This is an optimization exercise on Yosys and OpenROAD, whose aim is small area and a short achievable clock period, not a production implementation.
In this exercise RTL edits were held to simulation tests only and were not proved equivalent to the original.

// umps_disk
module umps_disk (
    input  wire        clk,
    input  wire        rst,           
    input  wire [7:0]  clock_rate,    
    input  wire [15:0] cyls,          
    input  wire [7:0]  heads,         
    input  wire [7:0]  sects,         
    input  wire [15:0] rot_time,      
    input  wire [11:0] seek_time,     
    input  wire [6:0]  data_pct,      
    input  wire [3:0]  dma_ticks,     
    input  wire        tick,          
    input  wire [31:0] tod_lo,        
    input  wire        req_valid,
    input  wire        req_write,
    input  wire [2:0]  req_addr,      
    input  wire [31:0] req_wdata,
    output reg         rvalid,
    output reg  [31:0] rdata,
    input  wire        working,
    input  wire        dma_out_fail,  
    input  wire        dma_in_fail,   
    output reg         dma_out,       
    output reg         dma_in,        
    output reg  [31:0] dma_addr,      
    output reg         img_valid,     
    output reg         img_write,     
    output wire [15:0] img_cyl,
    output wire [7:0]  img_head,
    output wire [7:0]  img_sect,
    output wire        ip             
);
Size in the first run: about 8900 cells after synthesis, ~260 I/O pins, ~71000 µm² of cells after synthesis.
Settings: LEC_CHECK=0, CAP_MARGIN=20, CORE_MARGIN=2, CORE_UTILIZATION=40, SLEW_MARGIN=20; clock period 260.0 ns.
run.sh (not shown) runs the stock make flow with config.mk's settings and CLKGATE_MAP_FILE= SYNTH_SCRIPT=/design/flow/synth_recipe.tcl, a recipe that flattens the netlist after the stock synthesis.
==> next run, changes <==
--- a/flow/design.v
+++ b/flow/design.v
@@ -155,24 +155,26 @@
                 assign acc = mu_b[0] ? {8'd0, mu_a} : 32'd0;
             end else begin : g_next
                 wire [32:0] s = f_add(g_mul[gi-1].acc, mu_b[gi] ? ({8'd0, mu_a} << gi) : 32'd0, 1'b0);
                 assign acc = s[31:0];
             end
         end
     endgenerate
     assign mu_p = g_mul[7].acc;
     wire [30:0] xd    = mu_p[30:0];                                    
     wire        xd_ge = (xd[30:7] != 24'd0) | (xd[6] & xd[5] & (xd[4] | xd[3] | xd[2]));   
     localparam integer DK = 12;
+    localparam integer QK = 3;    
     localparam integer SK = 5;
     wire [SK-1:0] st_hi;
+    wire [QK-1:0] g_q1;                  
     wire [23:0] st_q;
     generate
         for (gi = 0; gi < 24; gi = gi + 1) begin : g_st
             wire [8:0] t;
             wire [9:0] df;
             wire       ge;
             wire [7:0] rout;
             wire [7:0] dsr = (gi < SK) ? sects : tcur;
             if (gi == 0) begin : g_first
                 assign t = {8'd0, mu_p[23]};
             end else if (gi < SK) begin : g_rst
@@ -184,53 +186,67 @@
             end
             assign df   = {1'b0, t} - {2'b0, dsr};
             assign ge   = ~df[9];
             assign rout = ge ? df[7:0] : t[7:0];
             if (gi >= SK) begin : g_q
                 assign st_q[23-gi] = ge;
             end else begin : g_h
                 assign st_hi[SK-1-gi] = ge;
             end
         end
         assign st_q[23:24-SK] = st[23:24-SK];
+        for (gi = 0; gi < QK; gi = gi + 1) begin : g_cu
+            wire [8:0] m2;
+            wire [9:0] mdf;
+            wire [7:0] m;
+            if (gi == 0) begin : g_first
+                assign m2 = {c2, c1[30]};
+            end else begin : g_next
+                assign m2 = {g_cu[gi-1].m, c1[30-gi]};
+            end
+            assign mdf = {1'b0, m2} - {2'b0, tcur};
+            assign m   = mdf[9] ? m2[7:0] : mdf[7:0];
+        end
         for (gi = 0; gi < 32; gi = gi + 1) begin : g_row
             localparam integer W  = (gi < 24) ? gi : 24;          
             localparam integer WO = (gi + 1 < 24) ? gi + 1 : 24;   
             wire [24:0] t;
             wire [26:0] df;
             wire        ge;
             wire [23:0] rout;
             wire [8:0]  m2;
             wire [9:0]  mdf;
             wire [7:0]  m;
             wire [23:0] dd = (gi < DK) ? st_q : st;
             if (gi == 0) begin : g_first
                 assign t  = {24'd0, tod_lo[31]};
                 assign m2 = {8'd0, ge};
             end else if (gi == DK) begin : g_resume
                 assign t  = {trem, c1[31-DK]};
-                assign m2 = {c2, ge};
+                assign m2 = {g_cu[QK-1].m, ge};
             end else begin : g_next
                 assign t  = {g_row[gi-1].rout, (gi < DK) ? tod_lo[31-gi] : c1[31-gi]};
                 assign m2 = {g_row[gi-1].m, ge};
             end
             assign df = psub({1'b0, t}, {2'b0, dd});
             assign ge = ~df[26];
             if (WO < 24) begin : g_narrow
                 assign rout = {{(24-WO){1'b0}}, (ge ? df[WO-1:0] : t[WO-1:0])};
             end else begin : g_wide
                 assign rout = ge ? df[23:0] : t[23:0];
             end
-            wire [26:0] pqm = psub({17'd0, m2}, {18'd0, tcur});
-            assign mdf = {pqm[26], pqm[8:0]};
+            assign mdf = {1'b0, m2} - {2'b0, tcur};
             assign m   = mdf[9] ? m2[7:0] : mdf[7:0];
+            if (gi >= DK - QK && gi < DK) begin : g_qs
+                assign g_q1[DK-1-gi] = ge;
+            end
         end
     endgenerate
     wire [23:0] rem = i2 ? g_row[31].rout : trem;
     wire [7:0]  cur = i2 ? g_row[31].m : tcur;
     wire [7:0]  op_head = command[23:16];
     wire [7:0]  op_sect = command[15:8];
     wire [15:0] op_cyl  = command[31:16];
     wire        hit     = cache_valid && cache_cyl == cur_cyl &&
                           cache_head == op_head && cache_sect == op_sect;
     wire [32:0] off_a = f_add({24'd0, op_sect}, {24'd0, ~cur}, 1'b0);    
     wire [32:0] off_b = f_add({24'd0, off_a[7:0]}, {24'd0, sects}, 1'b0);
@@ -540,24 +556,24 @@
             dma_out     <= n_dma_out;
             dma_in      <= n_dma_in;
             img_valid   <= n_img_valid;
             img_write   <= n_img_write;
             init        <= {i1, 1'b0};
         end
         if (rst)
             st[23:24-SK] <= st_hi;
         else if (i1)
             st <= st_q;
         if (i1) begin
-            c1 <= {{DK{1'b0}}, tod_lo[31-DK:0]};
-            c2 <= g_row[DK-1].m;
+            c1 <= {g_q1, {(DK-QK-1){1'b0}}, tod_lo[31-DK:0]};
+            c2 <= g_row[DK-QK-1].m;
         end else if (tick && busy) begin
             phase <= t_ph;
             c1    <= t_c1;
             c2    <= t_c2;
         end else begin
             phase <= e_ph;
             c1    <= e_c1;
             c2    <= e_c2;
         end
         if (rst) begin
             trem <= {g_st[SK-1].rout, 1'b0, mu_p[23-SK:0]};
Result: The new run ran to the end with no violations; global-route usage drops by 1.0 points; area after synthesis went down by 1.9%; wire length fell by 4.6%; utilization climbs by 0.25 points; clock skew rose by 5.6 ps.


umps_disk, a different RTL version from the one above (not shown whole).
Size: about 8800 cells after synthesis, ~290 flip-flops, ~260 I/O pins, ~70000 µm² of cells after synthesis.
clock: 260.0 ns
lec_check: 0
cap_margin: 20
core_margin: 2
core_utilization: 40
slew_margin: 20
Rerun with:
--- a/flow/design.v
+++ b/flow/design.v
@@ -159,17 +159,15 @@
             end
         end
     endgenerate
     assign mu_p = g_mul[7].acc;
     wire [30:0] xd    = mu_p[30:0];                                    
     wire        xd_ge = (xd[30:7] != 24'd0) | (xd[6] & xd[5] & (xd[4] | xd[3] | xd[2]));   
-    localparam integer DK = 13;
-    localparam integer QK = 3;    
+    localparam integer DK = 12;
     localparam integer SK = 5;
     wire [SK-1:0] st_hi;
-    wire [QK-1:0] g_q1;                  
     wire [23:0] st_q;
     generate
         for (gi = 0; gi < 24; gi = gi + 1) begin : g_st
             wire [8:0] t;
             wire [9:0] df;
             wire       ge;
@@ -191,24 +189,12 @@
                 assign st_q[23-gi] = ge;
             end else begin : g_h
                 assign st_hi[SK-1-gi] = ge;
             end
         end
         assign st_q[23:24-SK] = st[23:24-SK];
-        for (gi = 0; gi < QK; gi = gi + 1) begin : g_cu
-            wire [8:0] m2;
-            wire [9:0] mdf;
-            wire [7:0] m;
-            if (gi == 0) begin : g_first
-                assign m2 = {c2, c1[30]};
-            end else begin : g_next
-                assign m2 = {g_cu[gi-1].m, c1[30-gi]};
-            end
-            assign mdf = {1'b0, m2} - {2'b0, tcur};
-            assign m   = mdf[9] ? m2[7:0] : mdf[7:0];
-        end
         for (gi = 0; gi < 32; gi = gi + 1) begin : g_row
             localparam integer W  = (gi < 24) ? gi : 24;          
             localparam integer WO = (gi + 1 < 24) ? gi + 1 : 24;   
             wire [24:0] t;
             wire [26:0] df;
             wire        ge;
@@ -219,13 +205,13 @@
             wire [23:0] dd = (gi < DK) ? st_q : st;
             if (gi == 0) begin : g_first
                 assign t  = {24'd0, tod_lo[31]};
                 assign m2 = {8'd0, ge};
             end else if (gi == DK) begin : g_resume
                 assign t  = {trem, c1[31-DK]};
-                assign m2 = {g_cu[QK-1].m, ge};
+                assign m2 = {c2, ge};
             end else begin : g_next
                 assign t  = {g_row[gi-1].rout, (gi < DK) ? tod_lo[31-gi] : c1[31-gi]};
                 assign m2 = {g_row[gi-1].m, ge};
             end
             assign df = psub({1'b0, t}, {2'b0, dd});
             assign ge = ~df[26];
@@ -233,15 +219,12 @@
                 assign rout = {{(24-WO){1'b0}}, (ge ? df[WO-1:0] : t[WO-1:0])};
             end else begin : g_wide
                 assign rout = ge ? df[23:0] : t[23:0];
             end
             assign mdf = {1'b0, m2} - {2'b0, tcur};
             assign m   = mdf[9] ? m2[7:0] : mdf[7:0];
-            if (gi >= DK - QK && gi < DK) begin : g_qs
-                assign g_q1[DK-1-gi] = ge;
-            end
         end
     endgenerate
     wire [23:0] rem = i2 ? g_row[31].rout : trem;
     wire [7:0]  cur = i2 ? g_row[31].m : tcur;
     wire [7:0]  op_head = command[23:16];
     wire [7:0]  op_sect = command[15:8];
@@ -561,14 +544,14 @@
         end
         if (rst)
             st[23:24-SK] <= st_hi;
         else if (i1)
             st <= st_q;
         if (i1) begin
-            c1 <= {g_q1, {(DK-QK-1){1'b0}}, tod_lo[31-DK:0]};
-            c2 <= g_row[DK-QK-1].m;
+            c1 <= {{DK{1'b0}}, tod_lo[31-DK:0]};
+            c2 <= g_row[DK-1].m;
         end else if (tick && busy) begin
             phase <= t_ph;
             c1    <= t_c1;
             c2    <= t_c2;
         end else begin
             phase <= e_ph;
Effect: Global-route usage falls by 3.1 points. Cell count rises by 1.7%. Sequential share of layout area falls by 0.13 points. Hold slack loses 0.0063 ns. Wire length falls by 8.1%. Via count rises by 0.37%. Count of clock-buffer cells in the layout falls by 5. Critical path depth falls by 32.

==> static timing again, ports no longer ideal <==
The flow's constraints put no driver on any port. The routed layouts listed below were extracted and timed again, unchanged, in two steps. Step 1, drivers: a clkbuf_16 drives clk and a buf_2 each remaining input, both assumed. Step 2 times the ports against the registers' clock, not the clock port: input delays grow and output delays shrink by t, the midpoint of the rising clock arrivals with the driver on. Slacks: ideal ports / drivers / drivers and shift; pairs: ideal ports / drivers.
| run | t (ns) | slack for setup (ns) | worst hold slack (ns) |
|---|---|---|---|
| the first run of note 1 | 0.627 | 171.809 / 171.809 / 171.809 | 0.367 / 0.367 / 0.367 |
| the second run of note 1 | 0.646 | 171.775 / 171.775 / 171.775 | 0.363 / 0.363 / 0.363 |
| the first run of note 2 | 0.666 | 175.507 / 175.507 / 175.507 | 0.371 / 0.371 / 0.371 |
| the second run of note 2 | 0.631 | 178.876 / 178.876 / 178.876 | 0.364 / 0.364 / 0.364 |
After both steps every run listed still meets setup and hold.
